What follows belongs to an exercise in optimizing a design on an open flow for small area and a short achievable clock period; a production flow would make more cautious choices.
Only simulation tests tie the RTL to the original design; equivalence was not proved.
Power and IR drop assume default switching activity.

$ cat design/flow/config.mk
export PLATFORM = sky130hd
export DESIGN_NAME = cpu_core
export DESIGN_NICKNAME = cpu_core
export VERILOG_FILES = /design/flow/design.v
export SDC_FILE = /design/flow/constraint.sdc
export NUM_CORES = 4
export LEC_CHECK = 0
export ABC_AREA = 1
export CAP_MARGIN = 20
export CORE_MARGIN = 2
export CORE_UTILIZATION = 60
export CTS_BUF_LIST = sky130_fd_sc_hd__clkbuf_8
export CTS_CLUSTER_DIAMETER = 50
export CTS_CLUSTER_SIZE = 16
export SLEW_MARGIN = 20
$ cat design/flow/constraint.sdc
create_clock -name core_clock -period 13.0 [get_ports {clk}]
set_input_delay 2.6000 -clock core_clock [delete_from_list [all_inputs] [get_ports {clk}]]
set_output_delay 2.6000 -clock core_clock [all_outputs]
set_load 0.01 [all_outputs]
$ cat design/flow/design.v
module cpu_alu (
    input  wire [1:0] op,
    input  wire [3:0] a,
    input  wire [3:0] b,
    output reg  [7:0] res,
    output reg        z,
    output reg        c
);
    wire       sub  = op[0];
    wire [4:0] sum  = {1'b0, a} + {1'b0, b ^ {4{sub}}} + {4'd0, sub};
    reg [7:0] prod;
    integer i, j;
    always @* begin
        prod = 8'b1001_0000;
        for (i = 0; i < 4; i = i + 1)
            for (j = 0; j < 4; j = j + 1)
                if ((i == 3) ^ (j == 3))
                    prod = prod + ({7'd0, ~(a[i] & b[j])} << (i + j));
                else
                    prod = prod + ({7'd0, a[i] & b[j]} << (i + j));
    end
    wire [3:0] ma = a[3] ? (4'd0 - a) : a;
    wire [3:0] mb = b[3] ? (4'd0 - b) : b;
    reg  [3:0] mq;
    always @* begin
        case (mb)
            4'd1:    mq = ma;
            4'd2:    mq = {1'b0, ma[3:1]};
            4'd3:    mq = (ma >= 4'd6) ? 4'd2 : (ma >= 4'd3) ? 4'd1 : 4'd0;
            4'd4:    mq = {2'b00, ma[3:2]};
            4'd5, 4'd6, 4'd7, 4'd8:
                     mq = {3'b000, ma >= mb};
            default: mq = 4'd0;
        endcase
    end
    wire [3:0] quot = (a[3] ^ b[3]) ? (4'd0 - mq) : mq;
    always @* begin
        z = 1'b0;
        c = 1'b0;
        case (op)
            2'd0, 2'd1: begin res = {4'd0, sum[3:0]}; z = (sum[3:0] == 4'd0); c = sum[4]; end
            2'd2:       res = prod;
            default:    res = {4'd0, quot};
        endcase
    end
endmodule
module cpu_core #(
    parameter MAX_CYCLES = 1000,
    parameter CW         = 10           
) (
    input  wire          clk,
    input  wire          rst,           
    input  wire          cfg_fwd_en,    
    input  wire          cfg_cache_en,  
    output wire [7:0]    if_addr,
    input  wire [15:0]   if_rdata,
    output wire [7:0]    d_addr,
    input  wire [7:0]    d_rdata,
    output wire [7:0]    d_wdata,
    output wire          d_we,
    input  wire [3:0]    dbg_sel,
    output wire [7:0]    dbg_x,
    output reg  [8:0]    pc,
    output reg           halted,
    output wire          terminated,
    output reg  [1:0]    fault,         
    output reg           flag_z,
    output reg           flag_c,
    output reg  [7:0]    mar,
    output reg  [7:0]    mdr,
    output reg           stalled,
    output reg           flushed,
    output reg           fwd_active,
    output reg  [3:0]    fwd_reg,
    output wire [7:0]    fwd_value,
    output reg           r0_write_ignored,
    output reg  [CW-1:0] cnt_cycles,
    output reg  [CW-1:0] cnt_instructions,
    output wire [CW-1:0] cnt_hazard_stalls,
    output wire [CW-1:0] cnt_cache_stall_cycles,
    output reg  [CW-1:0] cnt_flushes,
    output reg  [CW-1:0] cnt_forwards,
    output reg  [CW-1:0] cnt_cache_hits,
    output wire [CW-1:0] cnt_cache_misses
);
    localparam OP_LOAD = 4'd1, OP_STORE = 4'd2, OP_JMP = 4'd7, OP_HALT = 4'd8;
    integer i;
    reg fwd_en, cache_en;
    reg [7:0] x [1:15];
    reg       pr_valid;
    reg       pr_executed;
    reg [3:0] pr_opcode;
    reg [3:0] pr_operand;    
    reg [7:0] pr_imm;
    reg [7:0] line_valid;
    reg [4:0] line_tag   [0:7];
    reg [7:0] line_data  [0:7];
    reg [2:0] cache_stall_remaining;
    reg [8:0] hs_cnt;
    reg [7:0] cm_cnt;
    assign cnt_hazard_stalls      = {1'b0, hs_cnt};
    assign cnt_cache_misses       = {2'b00, cm_cnt};
    assign cnt_cache_stall_cycles = {cm_cnt, 2'b00};
    assign terminated = halted & ~pr_valid;
    wire active   = (fault == 2'd0) & ~terminated;
    wire at_cap   = (&cnt_cycles[9:5]) & cnt_cycles[3];
    wire do_cycle = active & ~at_cap;
    wire gate     = (cache_stall_remaining != 3'd0);
    wire exec     = do_cycle & ~gate & pr_valid & ~pr_executed;
    wire is_load  = (pr_opcode == OP_LOAD);
    wire is_store = (pr_opcode == OP_STORE);
    wire is_alu   = (pr_opcode == 4'd3) | (pr_opcode == 4'd4) |
                    (pr_opcode == 4'd5) | (pr_opcode == 4'd6);
    wire is_addsub = (pr_opcode == 4'd3) | (pr_opcode == 4'd4);
    wire is_jmp   = (pr_opcode == OP_JMP);
    wire is_halt  = (pr_opcode == OP_HALT);
    wire [3:0] src2 = pr_operand + 4'd1;
    wire [7:0] xr   = (pr_operand == 4'd0) ? 8'd0 : x[pr_operand];
    wire [3:0] xs   = (src2 == 4'd0)       ? 4'd0 : x[src2][3:0];
    wire [1:0] alu_op = pr_opcode[1:0] + 2'd1;    
    wire [7:0] alu_res;
    wire       alu_z, alu_c;
    cpu_alu u_alu (
        .op  (alu_op),
        .a   (xr[3:0]),
        .b   (xs),
        .res (alu_res),
        .z   (alu_z),
        .c   (alu_c)
    );
    wire [2:0] c_index = pr_imm[2:0];
    wire [4:0] c_tag   = pr_imm[7:3];
    wire       c_hit   = line_valid[c_index] & (line_tag[c_index] == c_tag);
    wire       mem_op  = is_load | is_store;
    wire       c_miss  = exec & cache_en & mem_op & ~c_hit;
    wire [7:0] load_data = (cache_en & c_hit) ? line_data[c_index] : d_rdata;
    assign d_addr  = pr_imm;
    assign d_wdata = xr;
    assign d_we    = exec & is_store;
    wire       jmp_now     = exec & is_jmp;
    wire [8:0] pc_cur      = jmp_now ? {1'b0, pr_imm} : pc;
    wire       halted_next = halted | (exec & is_halt);
    wire       reach_fetch = do_cycle & ~gate & ~c_miss & ~halted_next;
    wire       oob         = pc_cur[8];
    assign if_addr = pc_cur[7:0];
    wire        fwd_store = d_we & (pr_imm == pc[7:0]);
    wire [7:0]  word_lo   = fwd_store ? xr : if_rdata[7:0];
    wire [3:0]  nxt_opcode  = if_rdata[15:12];
    wire [3:0]  nxt_operand = if_rdata[11:8];
    wire        nxt_is_alu  = (nxt_opcode == 4'd3) | (nxt_opcode == 4'd4) |
                              (nxt_opcode == 4'd5) | (nxt_opcode == 4'd6);
    wire need_match = (nxt_operand == pr_operand) |
                      (nxt_is_alu & ((nxt_operand + 4'd1) == pr_operand));
    wire fetch_ok   = reach_fetch & ~oob;
    wire hazard     = fetch_ok & pr_valid & is_load & need_match;
    wire forward    = hazard & fwd_en;
    wire bubble     = hazard & ~fwd_en;
    wire advance    = fetch_ok & ~bubble;
    assign dbg_x = (dbg_sel == 4'd0) ? 8'd0 : x[dbg_sel];
    assign fwd_value = fwd_active ? mdr : 8'd0;
    wire       x_we    = exec & (is_load | is_alu);
    wire [7:0] x_wdata = is_load ? load_data : alu_res;
    wire [7:0] x_wdata_r = x_wdata & {8{~rst}};
    always @(posedge clk) begin
        for (i = 1; i < 16; i = i + 1)
            if (rst | (x_we && pr_operand == i))
                x[i] <= x_wdata_r;
    end
    always @(posedge clk) begin
        if (exec & cache_en & mem_op) begin
            if (~c_hit) line_tag[c_index] <= c_tag;
            if (is_store | ~c_hit)
                line_data[c_index] <= is_load ? d_rdata : xr;
        end
    end
    wire c_access = exec & cache_en & mem_op;
    always @(posedge clk) begin
        cnt_cycles       <= (cnt_cycles       + {9'd0, do_cycle})         & {CW{~rst}};
        cnt_instructions <= (cnt_instructions + {9'd0, exec})             & {CW{~rst}};
        cnt_flushes      <= (cnt_flushes      + {9'd0, jmp_now})          & {CW{~rst}};
        cnt_forwards     <= (cnt_forwards     + {9'd0, forward})          & {CW{~rst}};
        cnt_cache_hits   <= (cnt_cache_hits   + {9'd0, c_access & c_hit}) & {CW{~rst}};
        hs_cnt           <= (hs_cnt           + {8'd0, bubble})           & {9{~rst}};
        cm_cnt           <= (cm_cnt           + {7'd0, c_miss})           & {8{~rst}};
    end
    always @(posedge clk) begin
        if (advance) begin
            pr_opcode  <= if_rdata[15:12];
            pr_operand <= if_rdata[11:8];
            pr_imm     <= word_lo;
        end
    end
    always @(posedge clk) begin
        if (rst) begin
            fwd_en   <= cfg_fwd_en;
            cache_en <= cfg_cache_en;
            line_valid <= 8'd0;
            cache_stall_remaining <= 3'd0;
            pc          <= 9'd0;
            halted      <= 1'b0;
            fault       <= 2'd0;
            flag_z      <= 1'b0;
            flag_c      <= 1'b0;
            mar         <= 8'd0;
            mdr         <= 8'd0;
            pr_valid    <= 1'b0;
            pr_executed <= 1'b0;
            stalled          <= 1'b0;
            flushed          <= 1'b0;
            fwd_active       <= 1'b0;
            fwd_reg          <= 4'd0;
            r0_write_ignored <= 1'b0;
        end else begin
            stalled          <= bubble;
            flushed          <= jmp_now;
            fwd_active       <= forward;
            fwd_reg          <= forward ? pr_operand : 4'd0;
            r0_write_ignored <= x_we & (pr_operand == 4'd0);
            if (active & at_cap)
                fault <= 2'd2;
            else if (fetch_ok == 1'b0 && reach_fetch)
                fault <= 2'd1;
            if (do_cycle & gate)
                cache_stall_remaining <= cache_stall_remaining - 3'd1;
            else if (c_miss)
                cache_stall_remaining <= 3'd4;
            if (exec) begin
                pr_executed <= 1'b1;
            end
            if (exec & mem_op) begin
                mar <= pr_imm;
                mdr <= is_load ? load_data : xr;
            end
            if (exec & is_addsub) begin
                flag_z <= alu_z;
                flag_c <= alu_c;
            end
            if (jmp_now) begin
                pr_valid    <= 1'b0;
            end
            if (exec & is_halt)
                halted <= 1'b1;
            if (exec & cache_en & mem_op) begin
                if (~c_hit)
                    line_valid[c_index] <= 1'b1;
            end
            if (do_cycle & ~gate & ~c_miss & halted_next)
                pr_valid <= 1'b0;
            if (bubble) begin
                pr_valid <= 1'b0;
            end
            if (advance) begin
                pr_valid    <= 1'b1;
                pr_executed <= 1'b0;
                pc          <= pc_cur + 9'd1;
            end
        end
    end
endmodule
$ cat design/flow/flow/run.sh
#!/bin/bash
# Standard ORFS layout (the standard.sh, unchanged synthesis, floorplan,
# power grid and tap cells) with three settings passed to make:
#  - port buffers are buf_1 cells instead of the default choice,
#  - repair_timing aims for extra setup slack so the design is sized for a
#    shorter period than the 13 ns it is signed off at,
#  - smaller clock-tree buffers.
set -euo pipefail
MARGIN=$(cat flow/margin.txt)
bash standard.sh \
  "BUFFER_PORTS_ARGS=-buffer_cell sky130_fd_sc_hd__buf_1" \
  "SETUP_SLACK_MARGIN=${MARGIN}" \
  finish > flow_orfs.log 2>&1
$ cat design/flow/flow/margin.txt
6.3
$ cat design/flow/standard.sh
#!/bin/bash
# synth_recipe.tcl (not shown) runs the flow's synth.tcl, then flattens the netlist and writes it again
# the make line also repeats each setting of config.mk as NAME=value (left out here)
make -C /OpenROAD-flow-scripts/flow DESIGN_CONFIG=/design/flow/config.mk WORK_HOME=/design/flow/orfs CLKGATE_MAP_FILE= SYNTH_SCRIPT=/design/flow/synth_recipe.tcl "${@:-finish}"
==> results of run 1 <==
cell families (layout without fill, tap and decap cells):
family | Yosys count | count (layout) | synth area share (%)
simple gates | 891 | 891 | 21.4
compound gates | 390 | 390 | 13.0
flops | 363 | 363 | 52.9
buf+inv | 315 | 529 | 7.15
fa+ha+maj | 55 | 55 | 4.00
xor+xnor | 33 | 33 | 1.58
other cells | 1 | 6 | 0.0205
worst paths after layout:
path	start	end	slack (ns)	cells after the start
max reg2reg	pr_operand[0]	x[9][7]	7.03	23
max	dbg_sel[1]	dbg_x[7]	6.30	10
min reg2reg	line_valid[0]	line_valid[0]	0.46	2
min	line_valid[0]	line_valid[0]	0.46	2
placed cells by master (no fill, tap or decap), drive strengths merged, types with 12 or more instances in the layout:
master	n
xor2	27
edfxtp	242
nand4	17
clkbuf	44
ha	49
nor3	44
dfxtp	121
buf	221
a31oi	13
a21oi	110
nand2	424
a221oi	19
a32o	12
o211ai	21
nor2	266
inv	249
o22ai	29
o21ai	149
nand3	120
worst register-to-register path, delay by kind of cell (launching register included):
family,cells,cell delay (ns)
AO/OA/AOI/OAI,2,0.22
XOR/XNOR,1,0.13
adder cells (fa/ha/maj),4,1.75
buffers and inverters,5,0.75
flip-flops,1,0.87
AND/OR/NAND/NOR,11,2.00
layout make-up:
cell class / count / area (µm²)
Antenna cell: 1 / 2.50
Sequential cell: 363 / 9690
Clock inverter: 23 / 323
Tap cell: 390 / 488
Multi-Input combinational cell: 1374 / 7540
Fill cell: 2413 / 9370
Timing Repair Buffer: 226 / 1020
Inverter: 241 / 910
Clock buffer: 39 / 537
per-layer routing:
layer | vias to the layer above | global-route usage [%] | routed length, µm
met3 | 162 | 9.12 | 7440
li1 | 7367 | - | -
met1 | 7487 | 50.4 | 23200
met2 | 1007 | 52.0 | 24300
met5 | - | 0 | 0
met4 | 0 | 12.2 | 1950
power breakdown:
part / total [mW] / switching (mW) / internal (mW)
Clock: 0.839 / 0.440 / 0.399
Combinational: 2.80 / 1.91 / 0.890
Sequential: 2.02 / 0.316 / 1.70
per-stage QoR:
stage                     cells  util, %
after floorplan            2052        -
after global placement     2580     64.7
after detailed placement   2580     64.8
after CTS                  2652     68.4
after global routing       2656     68.6
final                      2657     68.7
what timing repair did:
action	in CTS	in global routing
gates resized for setup	39	18
endpoints found under the setup margin	8	8
cloned	0	0
pin swaps	3	6
endpoints found under the hold margin	0	0
setup buffers	10	4
==> impl_metrics.py, run 1 <==
metrics = {
    "layout": {
        "largestRegisters": "x: 120 flops, line_data: 64 flops, line_tag: 40 flops",
        "post_route_cells_drive_above_1_share_pct": 10.1,
        "finalNetCount": 2330,
        "design_area_mm2": 0.0205,
        "largest_reg_flops": 120,
        "area_growth_pct": 11.9,
        "largest_register": "x",
    },
    "setup_path": {
        "arrival_ns": 4.10,
        "path_buf_inv": 5,
        "crit_top_cell": "inv_1",
        "crit_chain": "clkbuf_4 -> inv_1 -> nor2_1 -> inv_2 -> nor2_4 -> inv_1 -> o221ai_1 -> nor3_1 -> a31oi_1 -> clkbuf_2",
        "cp-end-kind": "output port",
        "critPathMaxFanout": 6,
        "critPathMaxStageDelay_ns": 0.29,
        "cp.required_ns": 10.40,
        "path_class": "primary input to output port",
        "cp-start-kind": "primary input",
        "critical_path.top_delay_family": "buffers and inverters",
        "slowest_stage": "a31oi_1",
    },
    "cts": {
        "clock-sinks": 363,
        "h-tree-depth": 2,
        "hold_buffers": 0,
        "clk_latency_ns": 0.58,
        "cts_buffer_depth": 3,
        "cts.clk_slew.worst_paths_ns": 0.09,
        "cts_buffers": 37,
        "cts-root-buf": "clkbuf_8",
        "cts_tree": "yes",
    },
    "sta": {
        "timing.fmax_ghz": 0.149,
        "fin_crit_ns": 6.70,
        "relSlewSlack_pct": 24.6,
        "holdWs_ns": 0.461,
        "rsz0062_at_grt": "yes",
        "report.final.slew_viol_count": 0,
        "period_share_pct": 51.6,
        "finalHoldViolCount": 0,
        "setup_viol": 0,
        "fin_skew_ns": 0.0269,
        "fin_setup_tns_ns": 0,
        "worst_slack_ns": 6.30,
        "tightest_slew_ns": 1.12,
    },
    "yosys": {
        "synth_area_mm2": 0.0183,
        "synth-seq-area-share_pct": 52.9,
        "synth-seq-cells": 363,
        "async_flop_share_pct": 0,
        "yosysTopAreaCell": "edfxtp_1",
        "synth-edff-count": 242,
        "synthTopCellsByArea": "edfxtp_1 (40%), dfxtp_1 (13%), nand2_1 (8.2%)",
        "syn_area_per_cell_um2": 8.95,
        "synthTopCellsByCount": "nand2_1 (401), edfxtp_1 (242), nor2_1 (235), inv_1 (227), o21ai_0 (142)",
        "yosys_warnings": 11,
        "ys_types": 57,
        "synthCells": 2048,
        "synth_flop_cell": "edfxtp_1",
        "yosysMostFrequentCell": "nand2_1",
        "synth_top_area_share_pct": 39.6,
    },
    "route": {
        "drc": 0,
        "wl_per_cell_um": 21.4,
        "vias": 16000,
        "drt_iter0_drc": 2205,
        "wl_um": 56900,
        "drt-pass1-iter-count": 6,
        "postRouteAntennaNets": 0,
        "viasPerCell": 6.03,
    },
    "run_status": {
        "outcome": "complete, no violations",
    },
    "global_routing": {
        "antenna_found_initial": 1,
        "grt_pass1_wl_um": 84600,
        "grt_max_degree": 57,
        "gr-total-overflow": 0,
        "first_global_vias": 14800,
        "track_usage_pct": 35.2,
    },
    "power": {
        "power_mw": 5.66,
        "power.leakage_nw": 8.18,
        "p_per_area_mw_per_mm2": 276,
        "vdd_drop_max_uv": 179,
    },
    "floorplanning": {
        "fp-row-count": 63,
        "die_width_um": 179,
        "fp.dieH_um": 179,
        "core-area_mm2": 0.0299,
        "io_pins": 192,
        "start_util_pct": 61.4,
        "die-area_mm2": 0.0320,
    },
    "placed_design": {
        "pre_cts_ws_ns": 5.53,
        "place.gp.congestion": 1.00,
        "io_buffers": 186,
        "place_hpwl_um": 41900,
        "dpl-instance-area_mm2": 0.0193,
    },
    "min_path": {
        "holdCritPathClass": "flip-flop to flip-flop",
    },
    "run": {
        "drv_cap": 0,
    },
}
==> run 2, diff against run 1 <==
--- a/design/flow/design.v
+++ b/design/flow/design.v
@@ -95,5 +95,4 @@
     reg [7:0] line_valid;
     reg [4:0] line_tag   [0:7];
-    reg [7:0] line_data  [0:7];
     reg [2:0] cache_stall_remaining;
     reg [8:0] hs_cnt;
@@ -134,5 +133,5 @@
     wire       mem_op  = is_load | is_store;
     wire       c_miss  = exec & cache_en & mem_op & ~c_hit;
-    wire [7:0] load_data = (cache_en & c_hit) ? line_data[c_index] : d_rdata;
+    wire [7:0] load_data = d_rdata;
     assign d_addr  = pr_imm;
     assign d_wdata = xr;
@@ -168,9 +167,6 @@
     end
     always @(posedge clk) begin
-        if (exec & cache_en & mem_op) begin
-            if (~c_hit) line_tag[c_index] <= c_tag;
-            if (is_store | ~c_hit)
-                line_data[c_index] <= is_load ? d_rdata : xr;
-        end
+        if (c_miss)
+            line_tag[c_index] <= c_tag;
     end
     wire c_access = exec & cache_en & mem_op;
==> design/flow/flow/run.sh (replaced) <==
#!/bin/bash
# Layout flow: the standard ORFS flow (standard.sh) with
#  - port buffers of buf_1 cells (every port still gets its own buffer),
#  - repair_timing aiming for extra setup slack (flow/margin.txt), so the
#    design is sized for a shorter period than the 13 ns it is signed off at,
#  - the combinational logic of the standard synthesis netlist re-mapped by a
#    stronger ABC area script (flow/remap.tcl). The flip-flops are not touched:
#    same instances, names and cell types. The re-mapped netlist is used only
#    if it keeps exactly the same flip-flop instances and a Yosys equivalence
#    proof (flow/eqv.tcl) shows it equal to the standard netlist; otherwise
#    the standard netlist is laid out.
# Each tool's output goes to its own log file in this folder.
set -euo pipefail
WORK=$(pwd)
MARGIN=$(cat flow/margin.txt)
VARS=("BUFFER_PORTS_ARGS=-buffer_cell sky130_fd_sc_hd__buf_1" "SETUP_SLACK_MARGIN=${MARGIN}")
RES=$WORK/orfs/results/${FLOW_PLATFORM:-sky130hd}/cpu_core/base
LIB=$FLOW_HOME/platforms/sky130hd/lib/sky130_fd_sc_hd__tt_025C_1v80.lib
YOSYS=$(command -v yosys || echo "$FLOW_HOME/../tools/install/yosys/bin/yosys")
TOP=${FLOW_TOP:-cpu_core}

# 1. standard synthesis
bash standard.sh "${VARS[@]}" synth > flow_synth.log 2>&1

# 2. re-map the combinational logic, check it, and use it if it passes
cp "$RES/1_2_yosys.v" std_1_2_yosys.v
use_remap=0
if ! grep -oE 'sky130_fd_sc_hd__[a-z0-9_]+' std_1_2_yosys.v | sort -u \
     | grep -E '__(s?e?df|dl|sdf|dfb|dfr|dfs)' | grep -vqE '__(dfxtp_1|edfxtp_1)$'; then
  if REMAP_LIB=$LIB REMAP_DONT_USE=flow/dont_use.txt REMAP_IN=std_1_2_yosys.v \
     REMAP_OUT=remap_1_2_yosys.v REMAP_SCRIPT=$WORK/flow/remap.abc REMAP_STAT=remap_stat.txt \
     REMAP_TOP=$TOP timeout 900 "$YOSYS" -c flow/remap.tcl > flow_remap.log 2>&1; then
    ffs() { grep -E '^\s*sky130_fd_sc_hd__e?dfxtp_1 ' "$1" | sed -E 's/^\s*//; s/\s*\($//' | sort; }
    if [[ -s remap_1_2_yosys.v ]] && diff <(ffs std_1_2_yosys.v) <(ffs remap_1_2_yosys.v) > flow_ffdiff.log 2>&1 \
       && ! grep -qE '\\[^ ]*[:/]' remap_1_2_yosys.v; then
      if REMAP_LIB=$LIB EQ_MODELS=flow/ffmodels.v EQ_GOLD=std_1_2_yosys.v EQ_GATE=remap_1_2_yosys.v \
         REMAP_TOP=$TOP timeout 900 "$YOSYS" -c flow/eqv.tcl > flow_eqv.log 2>&1; then
        use_remap=1
      fi
    fi
  fi
fi
echo "use_remap=$use_remap" > flow_remap_decision.txt
if [[ $use_remap == 1 ]]; then
  cp remap_1_2_yosys.v "$RES/1_2_yosys.v"
  rm -f "$RES/1_synth.odb" "$RES/1_synth.sdc"
fi

# 3. the rest of the standard flow
bash standard.sh "${VARS[@]}" finish > flow_orfs.log 2>&1
==> design/flow/flow/dont_use.txt (new file) <==
sky130_fd_sc_hd__probe_p_8
sky130_fd_sc_hd__probec_p_8
sky130_fd_sc_hd__lpflow_bleeder_1
sky130_fd_sc_hd__lpflow_clkbufkapwr_1
sky130_fd_sc_hd__lpflow_clkbufkapwr_16
sky130_fd_sc_hd__lpflow_clkbufkapwr_2
sky130_fd_sc_hd__lpflow_clkbufkapwr_4
sky130_fd_sc_hd__lpflow_clkbufkapwr_8
sky130_fd_sc_hd__lpflow_clkinvkapwr_1
sky130_fd_sc_hd__lpflow_clkinvkapwr_16
sky130_fd_sc_hd__lpflow_clkinvkapwr_2
sky130_fd_sc_hd__lpflow_clkinvkapwr_4
sky130_fd_sc_hd__lpflow_clkinvkapwr_8
sky130_fd_sc_hd__lpflow_decapkapwr_12
sky130_fd_sc_hd__lpflow_decapkapwr_3
sky130_fd_sc_hd__lpflow_decapkapwr_4
sky130_fd_sc_hd__lpflow_decapkapwr_6
sky130_fd_sc_hd__lpflow_decapkapwr_8
sky130_fd_sc_hd__lpflow_inputiso0n_1
sky130_fd_sc_hd__lpflow_inputiso0p_1
sky130_fd_sc_hd__lpflow_inputiso1n_1
sky130_fd_sc_hd__lpflow_inputiso1p_1
sky130_fd_sc_hd__lpflow_inputisolatch_1
sky130_fd_sc_hd__lpflow_isobufsrc_1
sky130_fd_sc_hd__lpflow_isobufsrc_16
sky130_fd_sc_hd__lpflow_isobufsrc_2
sky130_fd_sc_hd__lpflow_isobufsrc_4
sky130_fd_sc_hd__lpflow_isobufsrc_8
sky130_fd_sc_hd__lpflow_isobufsrckapwr_16
sky130_fd_sc_hd__lpflow_lsbuf_lh_hl_isowell_tap_1
sky130_fd_sc_hd__lpflow_lsbuf_lh_hl_isowell_tap_2
sky130_fd_sc_hd__lpflow_lsbuf_lh_hl_isowell_tap_4
sky130_fd_sc_hd__lpflow_lsbuf_lh_isowell_4
sky130_fd_sc_hd__lpflow_lsbuf_lh_isowell_tap_1
sky130_fd_sc_hd__lpflow_lsbuf_lh_isowell_tap_2
sky130_fd_sc_hd__lpflow_lsbuf_lh_isowell_tap_4
==> design/flow/flow/eqv.tcl (new file) <==
set lib $::env(REMAP_LIB)
foreach {tag file} [list gold $::env(EQ_GOLD) gate $::env(EQ_GATE)] {
  yosys design -reset
  yosys read_liberty -ignore_miss_func $lib
  yosys delete sky130_fd_sc_hd__dfxtp_1 sky130_fd_sc_hd__edfxtp_1
  yosys read_verilog $::env(EQ_MODELS)
  yosys read_verilog $file
  yosys hierarchy -top $::env(REMAP_TOP)
  yosys proc
  yosys flatten
  yosys opt_clean
  yosys rename $::env(REMAP_TOP) $tag
  yosys design -stash $tag
}
yosys design -reset
yosys design -copy-from gold -as gold gold
yosys design -copy-from gate -as gate gate
yosys equiv_make gold gate equiv
yosys hierarchy -top equiv
yosys equiv_simple -seq 2
yosys equiv_induct
yosys equiv_status -assert
==> design/flow/flow/ffmodels.v (new file) <==
module sky130_fd_sc_hd__dfxtp_1 (input CLK, input D, output reg Q);
  always @(posedge CLK) Q <= D;
endmodule
module sky130_fd_sc_hd__edfxtp_1 (input CLK, input D, input DE, output reg Q);
  always @(posedge CLK) if (DE) Q <= D;
endmodule
==> design/flow/flow/remap.abc (new file) <==
strash
&get -n
&deepsyn -T 120
&put
dch -f
map -a
strash
dch -f
map -a
topo
stime -c
buffer -c
upsize -c
dnsize -c
==> design/flow/flow/remap.tcl (new file) <==
# Re-map the combinational logic of the standard synthesis netlist with a
# stronger ABC area script. Every flip-flop instance is kept as it is (same
# instance name, cell type and connections to the re-mapped logic).
set lib   $::env(REMAP_LIB)
set dont_use {}
foreach c [split [string trim [read [open $::env(REMAP_DONT_USE)]]] "\n"] { lappend dont_use -dont_use $c }

yosys read_liberty -ignore_miss_func $lib
# sequential cells stay black boxes
yosys blackbox sky130_fd_sc_hd__dfxtp_1 sky130_fd_sc_hd__edfxtp_1
yosys read_verilog $::env(REMAP_IN)
yosys hierarchy -top $::env(REMAP_TOP)
yosys flatten
yosys opt_clean -purge
yosys abc -script $::env(REMAP_SCRIPT) -liberty $lib {*}$dont_use
yosys opt_clean -purge
yosys rename -hide w:*.*
yosys hilomap -singleton -hicell sky130_fd_sc_hd__conb_1 HI -locell sky130_fd_sc_hd__conb_1 LO
yosys insbuf -buf sky130_fd_sc_hd__buf_4 A X
yosys hierarchy -top $::env(REMAP_TOP)
yosys tee -o $::env(REMAP_STAT) stat -liberty $lib
yosys write_verilog -noattr -nohex -nodec $::env(REMAP_OUT)
==> run 2 against run 1 <==
Against the previous run: still clean; area after synthesis fell by 20%; register-to-register slack is essentially flat; combinational power fell by 73%; first-iteration DRC count down 21%; wire length shrank 18%; synthesized cell count decreased by 20%; sequential cell count decreased by 64; critical endpoint is now dbg_x[3]; largest cell class unchanged.
==> impl_metrics.py, run 2 <==
metrics = {
    "run_status": {
        "outcome": "complete, no violations",
    },
    "cts": {
        "cts_buffers": 28,
        "cts_buffer_depth": 3,
        "h-tree-depth": 1,
        "cts-root-buf": "clkbuf_8",
        "clock-sinks": 299,
        "clk_latency_ns": 0.62,
        "cts.clk_slew.worst_paths_ns": 0.10,
        "cts_tree": "yes",
    },
    "yosys": {
        "yosys_warnings": 11,
        "synthCells": 1630,
        "syn_area_per_cell_um2": 8.97,
        "synth_area_mm2": 0.0146,
    },
    "sta": {
        "period_share_pct": 51.7,
        "timing.fmax_ghz": 0.149,
        "tightest_slew_ns": 1.06,
        "rsz0062_at_grt": "yes",
        "finalHoldViolCount": 0,
        "fin_skew_ns": 0.0224,
        "fin_crit_ns": 6.72,
        "relSlewSlack_pct": 29.0,
        "setup_viol": 0,
        "report.final.slew_viol_count": 0,
        "fin_setup_tns_ns": 0,
    },
    "min_path": {
        "holdCritPathClass": "flip-flop to flip-flop",
    },
    "global_routing": {
        "track_usage_pct": 35.4,
        "first_global_vias": 11700,
        "antenna_found_initial": 0,
        "grt_pass1_wl_um": 69700,
        "grt_max_degree": 68,
        "gr-total-overflow": 0,
    },
    "layout": {
        "largestRegisters": "x: 120 flops, line_tag: 40 flops",
        "finalNetCount": 1809,
        "area_growth_pct": 10.9,
        "final_cells": 2123,
        "largest_reg_flops": 120,
        "antenna_cells": 0,
        "post_route_cells_drive_above_1_share_pct": 13.1,
        "layout_common_cells": "nor2_1 (235), nand2_1 (201), inv_1 (198), edfxtp_1 (178), buf_1 (174)",
        "layout_commonest_cell": "nor2_1",
        "multi_input_area_mm2": 0.00522,
        "register_area_mm2": 0.00777,
        "largest_register": "x",
        "n_fill_cell": 1987,
    },
    "route": {
        "wl_per_cell_um": 21.8,
        "wl_um": 46400,
        "postRouteAntennaNets": 0,
        "drt-pass1-iter-count": 7,
        "viasPerCell": 6.01,
        "vias": 12800,
        "drt_iter0_drc": 1751,
        "drc": 0,
    },
    "setup_path": {
        "cp-start-kind": "primary input",
        "path_class": "primary input to output port",
        "critPathMaxFanout": 9,
        "arrival_ns": 4.12,
        "cp.required_ns": 10.40,
        "cp-end-kind": "output port",
    },
    "run": {
        "drv_cap": 0,
    },
    "placed_design": {
        "place_hpwl_um": 34200,
        "place_inst": 2035,
        "place.gp.congestion": 1.04,
        "io_buffers": 186,
    },
    "floorplanning": {
        "start_util_pct": 60.6,
        "io_pins": 192,
        "fp-row-count": 57,
        "fp.dieH_um": 160,
        "die_width_um": 160,
        "core-area_mm2": 0.0241,
        "die-area_mm2": 0.0256,
    },
    "power": {
        "power.leakage_nw": 6.35,
        "vdd_drop_max_uv": 122,
        "power_mw": 2.64,
        "p_per_area_mw_per_mm2": 163,
    },
}
run 2: cell count changes in the layout (fill, tap and decap cells not counted), moves of 15 or more:
cell,before,now
inv_2,17,37
buf_4,40,56
a22oi_1,0,34
a21oi_1,107,69
xor2_1,27,8
edfxtp_1,242,178
nor2_1,220,235
nand2_1,397,201
nand3_1,117,16
ha_1,49,0
nor3_1,41,7
nor2_4,28,13
inv_1,224,198
run 2: power by group:
part	internal, mW	total (mW)	switching, mW
clock	0.259	0.607	0.349
combinational	0.226	0.753	0.528
sequential	1.16	1.28	0.118
run 2: critical path, cell delays in order:
cell	delay [ns]
buf_8	0.14
inv_8	0.06
nor2_2	0.04
inv_2	0.13
nor2_4	0.07
buf_4	0.13
a22oi_2	0.10
o211ai_1	0.09
a21oi_1	0.18
o2111ai_2	0.17
a32o_2	0.28
buf_6	0.12
run 2: metal layers:
metal,vias up,GRT usage (%),share of wire (%)
li1,5804,-,-
met1,5927,49.5,40
met2,878,55.9,45
met3,157,6.78,11
met4,0,11.9,4.0
met5,-,0,0
run 2: repair_timing:
action / in CTS / in global routing
hold buffers: 0 / 0
pin swaps: 9 / 14
setup buffers: 13 / 23
endpoints found under the setup margin: 12 / 13
resized for setup: 50 / 46
run 2: worst paths after layout:
check	cells past startpoint	slack, ns	end	from
worst max-delay path	12	6.28	dbg_x[3]	dbg_sel[1]
worst max register to register	23	7.03	x[1][3]	pr_operand[3]
worst min-delay path	2	0.47	mar[1]	mar[1]
worst min register to register	2	0.47	mar[1]	mar[1]
run 2: stage by stage:
| step | utilization, % | hold WS, ns | setup WS (ns) | instance area (µm²) |
|---|---|---|---|---|
| floorplan | - | 0.424 | 6.52 | 14600 |
| global placement | 62.2 | 0.432 | 5.31 | 15000 |
| detailed placement | 62.3 | 0.449 | 5.36 | 15000 |
| CTS | 65.9 | 0.470 | 6.23 | 15900 |
| global route | 67.2 | 0.498 | 6.23 | 16200 |
| finish | 67.2 | 0.470 | 6.28 | 16200 |
run 2: layout make-up:
cell class / instances / share of cell area (%)
well taps: 324 / 2.50
repair buffers: 247 / 7.72
clock inverters: 24 / 1.41
flip-flops and latches: 299 / 47.9
clock buffers: 28 / 2.38
inverters: 239 / 5.84
multi-input cells: 962 / 32.2
==> run 3, diff against run 2 <==
==> design/flow/flow/margin.txt (replaced) <==
6.6
==> design/flow/flow/remap.abc (replaced) <==
strash
&get -n
&deepsyn -T 240
&nf -p -R 1000 -F 10 -A 10 -C 32
&put
topo
stime -c
buffer -c
upsize -c
dnsize -c
==> run 3 against run 2 <==
Against the previous run: still clean; final cell count decreased by 14%; area after synthesis decreased by 2.1%; clock skew increased by 0.0077 ns; critical endpoint is now dbg_x[6].
==> impl_metrics.py, run 3 <==
metrics = {
    "placed_design": {
        "place.gp.congestion": 1.01,
        "pre_cts_ws_ns": 5.31,
        "place_inst": 1730,
        "dpl-instance-area_mm2": 0.0146,
        "place_hpwl_um": 29400,
        "io_buffers": 186,
    },
    "setup_path": {
        "cp-start-kind": "primary input",
        "crit_chain": "buf_12 -> buf_12 -> nor3_1 -> a21oi_1 -> or3_1 -> buf_1",
        "cp.required_ns": 10.40,
        "cp-end-kind": "output port",
        "path_class": "primary input to output port",
        "crit_top_cell": "buf_12",
        "path_buf_inv": 3,
        "arrival_ns": 4.17,
        "slowest_stage": "nor3_1",
        "critPathMaxFanout": 5,
        "critical_path.top_delay_family": "simple AND/OR/NAND/NOR gates",
        "critPathMaxStageDelay_ns": 0.62,
    },
    "sta": {
        "fin_crit_ns": 6.77,
        "rsz0062_at_grt": "yes",
        "report.final.slew_viol_count": 0,
        "fin_skew_ns": 0.0302,
        "tightest_slew_ns": 1.09,
        "relSlewSlack_pct": 27.3,
        "setup_viol": 0,
        "worst_slack_ns": 6.23,
        "finalHoldViolCount": 0,
        "timing.fmax_ghz": 0.148,
        "period_share_pct": 52.1,
        "fin_setup_tns_ns": 0,
    },
    "layout": {
        "finalNetCount": 1510,
        "layout_common_cells": "edfxtp_1 (178), buf_1 (174), dfxtp_1 (121), nor2_1 (119), a21oi_1 (105)",
        "register_area_mm2": 0.00777,
        "n_fill_cell": 1942,
        "final_cells": 1819,
        "largestRegisters": "x: 120 flops, line_tag: 40 flops",
        "area_growth_pct": 10.3,
        "multi_input_area_mm2": 0.00560,
        "largest_reg_flops": 120,
        "layout_commonest_cell": "edfxtp_1",
        "design_area_mm2": 0.0158,
        "final_util_pct": 67.3,
        "post_route_cells_drive_above_1_share_pct": 15.1,
        "largest_register": "x",
    },
    "floorplanning": {
        "core-area_mm2": 0.0235,
        "die-area_mm2": 0.0251,
        "fp-row-count": 56,
        "start_util_pct": 61.0,
        "die_width_um": 158,
        "fp.dieH_um": 158,
        "io_pins": 192,
    },
    "global_routing": {
        "grt_max_degree": 47,
        "first_global_vias": 10100,
        "grt_pass1_wl_um": 60200,
        "use_met1_pct": 45.1,
        "gr-total-overflow": 0,
        "track_usage_pct": 31.8,
        "grt_util_met3_pct": 7.13,
        "top_usage_layer": "met2",
        "grt.met2_usage_pct": 48.7,
        "antenna_found_initial": 1,
    },
    "yosys": {
        "syn_area_per_cell_um2": 10.6,
        "synthCells": 1351,
        "synth_area_mm2": 0.0143,
        "yosys_warnings": 11,
    },
    "route": {
        "postRouteAntennaNets": 0,
        "drt_iter0_drc": 1429,
        "wl_per_cell_um": 22.8,
        "vias": 11500,
        "wl_um": 41500,
        "drt-pass1-iter-count": 8,
        "viasPerCell": 6.30,
        "drc": 0,
    },
    "power": {
        "p_per_area_mw_per_mm2": 165,
        "power.leakage_nw": 5.70,
        "vdd_drop_max_uv": 105,
    },
    "min_path": {
        "holdCritPathClass": "flip-flop to flip-flop",
    },
    "cts": {
        "clock-sinks": 299,
        "cts.clk_slew.worst_paths_ns": 0.08,
        "clk_latency_ns": 0.61,
        "cts-root-buf": "clkbuf_8",
        "cts_tree": "yes",
        "h-tree-depth": 1,
        "cts_buffers": 28,
        "hold_buffers": 0,
        "cts_buffer_depth": 3,
    },
    "run": {
        "drv_cap": 0,
    },
    "run_status": {
        "outcome": "complete, no violations",
    },
}
==> run 3: cell types whose count changed in the layout (fill, tap and decap cells not counted), moves of 20 or more <==
cell      delta
a21oi_1     +36
a221oi_1    -20
a222oi_1    +24
and3_1      +24
inv_1      -169
inv_2       -32
nand2_1    -112
nor2_1     -116
nor3_1      +34
o21ai_0     -68
==> run 3: power by group <==
part           switching [mW]  internal [mW]  total [mW]  leakage, nW
clock                   0.342          0.237       0.579        0.319
combinational           0.474          0.259       0.733         2.63
sequential              0.129           1.17        1.30         2.76
total                   0.945           1.66        2.61         5.70
==> run 3: final timing paths <==
check | slack (ns) | cells past startpoint | endpoint | start
worst max-delay path | 6.23 | 6 | dbg_x[6] | dbg_sel[1]
worst min-delay path | 0.46 | 1 | cnt_flushes[9] | cnt_flushes[9]
worst max register to register | 7.45 | 17 | x[11][3] | pr_operand[3]
worst min register to register | 0.46 | 1 | cnt_flushes[9] | cnt_flushes[9]
==> run 3: timing repair <==
action | 4_1_cts | 5_1_grt
gates resized for setup | 65 | 22
cloned | 0 | 0
buffers inserted | 24 | 12
setup endpoints to repair | 8 | 9
pin swaps | 14 | 16
==> run 3: layer usage <==
layer | vias up | routed length, µm
li1 | 5238 | -
met1 | 5421 | 17400
met2 | 695 | 18400
met3 | 111 | 4310
met4 | 2 | 1390
met5 | - | 13
==> run 3: area by class of cell <==
| cell class | instances | area share [%] |
|---|---|---|
| Antenna cell | 1 | 0.0158 |
| Clock buffer | 28 | 2.44 |
| Clock inverter | 23 | 1.20 |
| Inverter | 34 | 0.856 |
| Multi-Input combinational cell | 870 | 35.5 |
| Sequential cell | 299 | 49.2 |
| Tap cell | 319 | 2.53 |
| Timing Repair Buffer | 245 | 8.30 |
==> run 3: per-stage QoR <==
step	hold WS (ns)	power, mW
3_5_place_dp	0.444	1.99
4_1_cts	0.459	2.58
3_3_place_gp	0.435	2.00
5_1_grt	0.490	2.72
2_1_floorplan	0.423	1.75
6_report	0.460	2.61
==> run 4, diff against run 3 <==
==> design/flow/flow/margin.txt (replaced) <==
6.0
==> run 4 against run 3 <==
Against the previous run: still clean; fmax is 2.2% lower; via count shrank 1.7%; die area decreased by 0.15%; area after synthesis down 0.15%; clock power is about 20% higher; global-route usage hardly changed; largest cell class unchanged.
==> impl_metrics.py, run 4 <==
metrics = {
    "sta": {
        "tightest_slew_ns": 1.18,
        "setup_viol": 0,
        "period_share_pct": 53.3,
        "timing.fmax_ghz": 0.144,
        "fin_crit_ns": 6.93,
        "fin_setup_tns_ns": 0,
        "finalHoldViolCount": 0,
        "rsz0062_at_grt": "no",
        "fin_skew_ns": 0.0467,
        "report.final.slew_viol_count": 0,
        "relSlewSlack_pct": 21.2,
    },
    "global_routing": {
        "gr-total-overflow": 0,
        "grt_pass1_wl_um": 60600,
        "grt_max_degree": 68,
        "first_global_vias": 10300,
        "antenna_found_initial": 0,
        "track_usage_pct": 31.8,
    },
    "layout": {
        "largest_register": "x",
        "finalNetCount": 1464,
        "register_area_mm2": 0.00777,
        "post_route_cells_drive_above_1_share_pct": 9.48,
        "multi_input_area_mm2": 0.00554,
        "area_growth_pct": 7.50,
        "largestRegisters": "x: 120 flops, line_tag: 40 flops",
        "layout_commonest_cell": "buf_1",
        "final_util_pct": 65.6,
        "n_fill_cell": 1933,
        "layout_common_cells": "buf_1 (181), edfxtp_1 (178), dfxtp_1 (121), nor2_1 (111), a21oi_1 (92)",
        "largest_reg_flops": 120,
        "antenna_cells": 0,
    },
    "setup_path": {
        "critPathMaxFanout": 11,
        "critical_path.top_delay_family": "compound AO/OA/AOI/OAI gates",
        "cp-start-kind": "primary input",
        "r2r_setup_slack_ns": 6.86,
        "critPathLaunch": "dbg_sel[0]",
        "r2r-end": "x[12][3]",
        "cp.required_ns": 10.40,
        "path_class": "primary input to output port",
        "arrival_ns": 4.33,
        "reg2reg_depth": 19,
        "endpoint": "dbg_x[0]",
        "path_buf_inv": 2,
        "crit_cells": 9,
        "cp-end-kind": "output port",
        "timing.rr.start": "pr_operand[3]",
        "crit_chain": "clkbuf_2 -> or2_2 -> nor2_4 -> a222oi_1 -> a21oi_1 -> nor2_1 -> nor3_1 -> a21oi_1 -> buf_1",
        "critPathMaxStageDelay_ns": 0.36,
        "crit_top_cell": "a21oi_1",
        "slowest_stage": "a222oi_1",
    },
    "power": {
        "power.leakage_nw": 5.40,
        "p_per_area_mw_per_mm2": 175,
        "vdd_drop_max_uv": 125,
    },
    "route": {
        "viasPerCell": 6.35,
        "wl_um": 40900,
        "postRouteAntennaNets": 0,
        "drc": 0,
        "drt_iter0_drc": 1316,
        "wl_per_cell_um": 23.1,
        "drt-pass1-iter-count": 9,
        "vias": 11300,
    },
    "yosys": {
        "yosys_warnings": 11,
        "synth_area_mm2": 0.0143,
        "syn_area_per_cell_um2": 10.7,
        "synthCells": 1340,
    },
    "cts": {
        "clock-sinks": 299,
        "hold_buffers": 0,
        "clk_latency_ns": 0.62,
        "h-tree-depth": 1,
        "cts.clk_slew.worst_paths_ns": 0.09,
        "cts_buffers": 30,
        "cts_buffer_depth": 3,
        "cts_tree": "yes",
        "cts-root-buf": "clkbuf_8",
    },
    "floorplanning": {
        "die_width_um": 158,
        "fp-row-count": 56,
        "fp.dieH_um": 158,
        "core-area_mm2": 0.0234,
        "start_util_pct": 61.1,
        "io_pins": 192,
        "die-area_mm2": 0.0251,
    },
    "run": {
        "drv_cap": 0,
    },
    "placed_design": {
        "place_hpwl_um": 29400,
        "place.gp.congestion": 0.976,
        "io_buffers": 186,
    },
    "min_path": {
        "min_delay_path_depth": 1,
        "holdCritPathClass": "flip-flop to flip-flop",
    },
    "run_status": {
        "outcome": "complete, no violations",
    },
}
[run 4: layout make-up]
cell class | count | area share (%)
Timing Repair Buffer | 200 | 5.29
Sequential cell | 299 | 50.6
Multi-Input combinational cell | 872 | 36.1
Tap cell | 319 | 2.60
Inverter | 29 | 0.709
Clock inverter | 23 | 1.80
Clock buffer | 33 | 2.96
[run 4: how the worst min path moves through the flow]
stage | to | startpoint | slack, ns
after floorplan | mar[0] | mar[0] | 0.43
after global placement | hs_cnt[8] | hs_cnt[8] | 0.44
after detailed placement | flag_z | flag_z | 0.44
after CTS | cnt_cache_hits[9] | cnt_cache_hits[9] | 0.46
after global routing | cnt_cache_hits[9] | cnt_cache_hits[9] | 0.48
final | hs_cnt[8] | hs_cnt[8] | 0.45
[run 4: metrics by stage]
step	area (µm²)	worst slack (ns)	instances	total power, mW	hold WS [ns]
3_3_place_gp	14500	5.69	1717	1.98	0.435
5_1_grt	15400	5.99	1775	2.80	0.481
3_5_place_dp	14500	5.59	1719	1.98	0.442
6_report	15400	6.07	1775	2.69	0.453
4_1_cts	15300	5.96	1775	2.67	0.456
2_1_floorplan	14300	6.51	1344	1.73	0.426
[run 4: report_power, final]
group | switching, mW | total [mW] | internal (mW)
Clock | 0.362 | 0.694 | 0.332
Sequential | 0.124 | 1.29 | 1.17
Combinational | 0.459 | 0.700 | 0.241
Total | 0.945 | 2.69 | 1.74
[run 4: repair_timing]
item / in CTS / in global routing
pin swaps: 0 / 1
buffers inserted: 0 / 0
endpoints found under the setup margin: 8 / 23
gates resized for setup: 15 / 11
[run 4: routing by layer]
layer / track usage, % / vias up / wire length, µm
li1: - / 5153 / -
met1: 43.6 / 5362 / 16800
met2: 49.9 / 666 / 18500
met3: 8.19 / 88 / 4470
met4: 10.1 / 0 / 1130
met5: 0 / - / 0
==> run 5, diff against run 4 <==
==> design/flow/flow/margin.txt (replaced) <==
6.3
==> run 5 against run 4 <==
Against the previous run: still clean on timing, DRC and antenna; first-iteration DRC count is 27% higher; critical endpoint is now dbg_x[6]; register-to-register slack better by 0.75 ns; global-route usage is 1.7 points higher; core utilization is 0.40 points higher; area after synthesis is 0.15% higher; critical path depth is 2 lower.
==> impl_metrics.py, run 5 <==
metrics = {
    "setup_path": {
        "critPathMaxStageDelay_ns": 0.40,
        "reg2reg_depth": 16,
        "r2r_setup_slack_ns": 7.61,
        "arrival_ns": 4.09,
        "cp-start-kind": "primary input",
        "slowest_stage": "or3_1",
        "timing.rr.start": "pr_operand[0]",
        "path_class": "primary input to output port",
        "critPathMaxFanout": 8,
        "endpoint": "dbg_x[6]",
        "cp-end-kind": "output port",
        "r2r-end": "x[5][3]",
        "critPathLaunch": "dbg_sel[2]",
        "cp.required_ns": 10.40,
        "crit_chain": "buf_4 -> nand2b_4 -> nor2_4 -> a222oi_1 -> a21oi_1 -> or3_1 -> buf_2",
    },
    "layout": {
        "area_growth_pct": 8.32,
        "post_route_cells_drive_above_1_share_pct": 12.5,
        "register_area_mm2": 0.00777,
        "largestRegisters": "x: 120 flops, line_tag: 40 flops",
        "largest_reg_flops": 120,
        "layout_common_cells": "edfxtp_1 (178), buf_1 (177), dfxtp_1 (121), nor2_1 (120), a21oi_1 (107)",
        "design_area_mm2": 0.0155,
        "finalNetCount": 1491,
        "n_fill_cell": 1904,
        "layout_commonest_cell": "edfxtp_1",
        "multi_input_area_mm2": 0.00553,
        "largest_register": "x",
    },
    "route": {
        "vias": 11500,
        "drt-pass1-iter-count": 9,
        "wl_per_cell_um": 24.1,
        "drc": 0,
        "wl_um": 43300,
        "viasPerCell": 6.39,
        "drt_iter0_drc": 1675,
        "postRouteAntennaNets": 0,
    },
    "floorplanning": {
        "die_width_um": 158,
        "fp.dieH_um": 158,
        "core-area_mm2": 0.0235,
        "io_pins": 192,
        "fp-row-count": 56,
        "die-area_mm2": 0.0251,
        "start_util_pct": 61.0,
    },
    "cts": {
        "hold_buffers": 0,
        "cts_buffers": 26,
        "clock-sinks": 299,
        "cts.clk_slew.worst_paths_ns": 0.09,
        "h-tree-depth": 1,
        "cts_tree": "yes",
        "cts_buffer_depth": 3,
        "clk_latency_ns": 0.61,
        "cts-root-buf": "clkbuf_8",
    },
    "yosys": {
        "syn_area_per_cell_um2": 10.6,
        "yosys_warnings": 11,
        "synthCells": 1351,
        "synth_area_mm2": 0.0143,
    },
    "sta": {
        "report.final.slew_viol_count": 0,
        "fin_skew_ns": 0.0341,
        "setup_viol": 0,
        "rsz0062_at_grt": "yes",
        "worst_slack_ns": 6.31,
        "holdWs_ns": 0.459,
        "period_share_pct": 51.5,
        "relSlewSlack_pct": 21.2,
        "finalHoldViolCount": 0,
        "fin_setup_tns_ns": 0,
        "timing.fmax_ghz": 0.149,
        "fin_crit_ns": 6.69,
        "tightest_slew_ns": 1.17,
    },
    "power": {
        "vdd_drop_max_uv": 94.7,
        "p_per_area_mw_per_mm2": 170,
        "power.leakage_nw": 5.57,
    },
    "min_path": {
        "holdCritPathClass": "flip-flop to flip-flop",
        "min_delay_path_depth": 1,
    },
    "global_routing": {
        "first_global_vias": 10200,
        "gr-total-overflow": 0,
        "grt_max_degree": 59,
        "track_usage_pct": 33.5,
        "antenna_found_initial": 0,
        "grt_pass1_wl_um": 62900,
    },
    "run_status": {
        "outcome": "complete, no violations",
    },
    "placed_design": {
        "dpl-instance-area_mm2": 0.0145,
        "place.gp.congestion": 0.979,
        "pre_cts_ws_ns": 5.39,
        "io_buffers": 186,
        "place_hpwl_um": 30700,
    },
    "run": {
        "drv_cap": 0,
    },
}
==> run 5: changes by cell type in the layout (fill, tap and decap cells not counted), sizes merged, moves of 13 or more <==
cell	before	now
o21ai	57	91
buf	197	226
nor3	67	45
o21a	23	6
o21bai	20	3
a21oi	92	107
nor2	124	137
==> run 5: critical path: cells and delay by family <==
family | cells | cell delay [ns]
AO/OA/AOI/OAI | 2 | 0.42
buffers and inverters | 2 | 0.33
AND/OR/NAND/NOR | 3 | 0.72
==> run 5: what timing repair did <==
action | 4_1_cts | 5_1_grt
hold endpoints to repair | 0 | 0
pin swaps | 10 | 7
gates resized for setup | 47 | 9
setup buffers | 21 | 2
setup endpoints to repair | 8 | 8
==> run 5: cell type report <==
cell class | instances | area share, %
multi-input combinational | 870 | 35.7
antenna | 1 | 0.0161
tap | 319 | 2.58
inverter | 34 | 0.872
timing repair buffer | 228 | 6.96
clock inverter | 21 | 1.40
clock buffer | 27 | 2.40
sequential | 299 | 50.1
==> run 5: power breakdown <==
group | switching [mW] | internal (mW)
logic | 0.474 | 0.251
clock network | 0.328 | 0.280
registers | 0.138 | 1.17
total | 0.940 | 1.70
==> run 5: worst min-delay path by stage <==
stage                         from             endpoint  slack [ns]
6_report            cnt_flushes[9]       cnt_flushes[9]        0.46
5_1_grt        cnt_instructions[9]  cnt_instructions[9]        0.48
4_1_cts             cnt_flushes[9]       cnt_flushes[9]        0.46
3_5_place_dp        cnt_flushes[9]       cnt_flushes[9]        0.44
3_3_place_gp        cnt_flushes[9]       cnt_flushes[9]        0.43
2_1_floorplan    cnt_cache_hits[9]    cnt_cache_hits[9]        0.42
==> run 5: per-stage QoR <==
step | util, % | power [mW] | std cells
2_1_floorplan | - | 1.75 | 1355
3_3_place_gp | 61.9 | 2.01 | 1726
3_5_place_dp | 62.0 | 2.01 | 1726
4_1_cts | 65.8 | 2.61 | 1795
5_1_grt | 66.0 | 2.74 | 1798
6_report | 66.0 | 2.64 | 1799
==> run 5: per-layer routing <==
layer / vias up / global-route usage (%) / routed length, µm
met5: - / 0 / 0
met4: 0 / 11.2 / 1500
met3: 115 / 7.78 / 4600
met2: 726 / 51.4 / 19200
met1: 5461 / 47.2 / 18000
li1: 5201 / - / -
==> run 6, diff against run 5 <==
==> design/flow/flow/remap.abc (replaced) <==
strash
&get -n
&deepsyn -T 600
&nf -p -R 1000 -F 10 -A 10 -C 32
&put
topo
stime -c
buffer -c
upsize -c
dnsize -c
==> run 6 against run 5 <==
Against the previous run: still clean on timing, DRC and antenna; area after synthesis down 1.2%; worst setup slack better by 0.010 ns; final cell count is 0.56% lower; via count decreased by 2.2%; critical path type unchanged; largest cell class unchanged; largest power group unchanged.
==> impl_metrics.py, run 6 <==
metrics = {
    "sta": {
        "timing.fmax_ghz": 0.150,
        "tightest_slew_ns": 1.17,
        "fin_setup_tns_ns": 0,
        "period_share_pct": 51.4,
        "rsz0062_at_grt": "yes",
        "finalHoldViolCount": 0,
        "fin_skew_ns": 0.0410,
        "relSlewSlack_pct": 21.4,
        "report.final.slew_viol_count": 0,
        "setup_viol": 0,
        "worst_slack_ns": 6.32,
        "fin_crit_ns": 6.68,
    },
    "global_routing": {
        "antenna_found_initial": 1,
        "gr-total-overflow": 0,
        "track_usage_pct": 30.8,
        "first_global_vias": 10200,
        "grt_max_degree": 50,
        "grt_pass1_wl_um": 58700,
    },
    "cts": {
        "cts_buffers": 30,
        "cts_tree": "yes",
        "cts-root-buf": "clkbuf_8",
        "h-tree-depth": 1,
        "cts_buffer_depth": 3,
        "cts.clk_slew.worst_paths_ns": 0.09,
        "clk_latency_ns": 0.62,
        "clock-sinks": 299,
        "hold_buffers": 0,
    },
    "setup_path": {
        "timing.rr.start": "pr_operand[2]",
        "critPathMaxFanout": 13,
        "cp-start-kind": "primary input",
        "critPathLaunch": "dbg_sel[0]",
        "arrival_ns": 4.08,
        "crit_chain": "buf_2 -> or2_2 -> nor2_1 -> o32ai_1 -> or3_1 -> buf_1",
        "cp.required_ns": 10.40,
        "critPathMaxStageDelay_ns": 0.46,
        "path_class": "primary input to output port",
        "cp-end-kind": "output port",
        "slowest_stage": "or2_2",
    },
    "layout": {
        "final_util_pct": 65.5,
        "finalNetCount": 1478,
        "antenna_cells": 0,
        "largest_reg_flops": 120,
        "largest_register": "x",
        "layout_common_cells": "buf_1 (180), edfxtp_1 (178), dfxtp_1 (121), nor2_1 (114), a21oi_1 (97)",
        "post_route_cells_drive_above_1_share_pct": 10.6,
        "largestRegisters": "x: 120 flops, line_tag: 40 flops",
        "design_area_mm2": 0.0153,
        "area_growth_pct": 8.06,
        "layout_commonest_cell": "buf_1",
    },
    "power": {
        "power_mw": 2.60,
        "power.leakage_nw": 5.48,
        "vdd_drop_max_uv": 121,
        "p_per_area_mw_per_mm2": 170,
    },
    "yosys": {
        "synthCells": 1347,
        "syn_area_per_cell_um2": 10.5,
        "synth_area_mm2": 0.0141,
        "yosys_warnings": 11,
    },
    "floorplanning": {
        "start_util_pct": 60.6,
        "die_width_um": 158,
        "fp-row-count": 56,
        "die-area_mm2": 0.0248,
        "io_pins": 192,
        "core-area_mm2": 0.0233,
        "fp.dieH_um": 158,
    },
    "route": {
        "drt-pass1-iter-count": 8,
        "postRouteAntennaNets": 0,
        "viasPerCell": 6.29,
        "drc": 0,
        "wl_um": 38900,
        "vias": 11200,
        "wl_per_cell_um": 21.8,
        "drt_iter0_drc": 1380,
    },
    "min_path": {
        "min-delay-start": "cnt_cache_hits[9]",
        "holdCritPathClass": "flip-flop to flip-flop",
    },
    "placed_design": {
        "io_buffers": 186,
        "place_hpwl_um": 27600,
        "dpl-instance-area_mm2": 0.0144,
        "place.gp.congestion": 0.966,
        "pre_cts_ws_ns": 5.86,
    },
    "run": {
        "drv_cap": 0,
    },
    "run_status": {
        "outcome": "complete, no violations",
    },
}
run 6: cell count changes in the layout (fill, tap and decap cells not counted), moves of 7 or more:
cell	before	now
o22ai_1	23	34
nor3_1	41	68
buf_4	39	28
o21ai_0	72	55
a21oi_1	107	97
a222oi_1	24	32
o221ai_1	9	2
nor2_2	7	0
o21a_1	6	19
nand2b_1	12	21
run 6: layer usage:
layer	track usage, %	part of all wire (%)	up-vias	wire length, µm
li1	-	-	5165	-
met1	42.5	41	5299	16000
met2	49.0	46	661	17700
met3	5.92	10	121	3900
met4	11.0	3.4	2	1330
met5	0	0.031	-	12
run 6: path summary, 6_finish.rpt:
kind	end	slack, ns	depth (start not counted)
worst max-delay path	dbg_x[7]	6.32	6
worst min-delay path	cnt_cache_hits[9]	0.46	1
worst max register to register	x[1][3]	7.19	16
worst min register to register	cnt_cache_hits[9]	0.46	1
run 6: per-stage QoR:
step	hold slack [ns]	instances
after floorplan	0.423	1351
after global placement	0.433	1726
after detailed placement	0.443	1727
after CTS	0.460	1784
after global routing	0.481	1789
final	0.457	1789
run 6: cell type report:
| class | instances | area [µm²] |
|---|---|---|
| Tap cell | 319 | 399 |
| Inverter | 31 | 116 |
| Clock buffer | 30 | 413 |
| Timing Repair Buffer | 218 | 953 |
| Multi-Input combinational cell | 866 | 5330 |
| Fill cell | 1966 | 8060 |
| Clock inverter | 26 | 300 |
| Sequential cell | 299 | 7770 |
run 6: power breakdown:
part	internal, mW	switching, mW	total [mW]
Clock	0.330	0.351	0.681
Combinational	0.223	0.427	0.649
Sequential	1.16	0.106	1.27
Total	1.71	0.883	2.60
run 6: worst max-delay path: cells and delay by family:
| kind | cells | cell delay (ns) |
|---|---|---|
| and+or+nand+nor | 3 | 1.04 |
| buffers and inverters | 2 | 0.33 |
| AOI/OAI and AO/OA | 1 | 0.11 |
run 6: timing repair:
item / 4_1_cts / 5_1_grt
cloned: 1 / 0
setup endpoints to repair: 8 / 8
gates resized for setup: 19 / 10
pin swaps: 0 / 5
buffers inserted: 0 / 5

==> separate check: timing with driven ports <==
In the flow no input, the clock included, has a driving cell. The finished layouts below were timed again as built, in two steps.
Step 1 (the two cells are an assumption about what drives the block):
set clk [get_ports {clk}]
set_driving_cell -lib_cell sky130_fd_sc_hd__clkbuf_16 $clk
set_driving_cell -lib_cell sky130_fd_sc_hd__buf_2 [delete_from_list [all_inputs] $clk]
Step 2, shift: input delay + t, output delay - t, t = (earliest + latest rising clock arrival at the registers) / 2. This alone moves slack from input paths to output paths.
a / b / c = ideal ports / drivers / drivers and shift; a / b = the first two.
| run | t, ns | slack for setup (ns) | worst setup path after step 2 | worst slew at a driven data input, ns | cell pins on the clock port's net |
|---|---|---|---|---|---|
| run 1 | 0.619 | 6.298 / 6.273 / 6.273 | input to output | 0.06 | 1 |
| run 2 | 0.657 | 6.275 / 6.236 / 6.237 | input to output | 0.07 | 1 |
| run 3 | 0.639 | 6.225 / 6.173 / 6.173 | input to output | 0.07 | 1 |
| run 4 | 0.645 | 6.072 / 6.047 / 6.047 | input to output | 0.07 | 1 |
| run 5 | 0.635 | 6.308 / 6.271 / 6.271 | input to output | 0.07 | 1 |
| run 6 | 0.641 | 6.318 / 6.280 / 6.280 | input to output | 0.08 | 1 |
After both steps setup and hold are still met in every run listed. For run 3, which loses most, drivers alone change the setup slack by -0.052 ns; drivers and shift together by -0.052 ns.
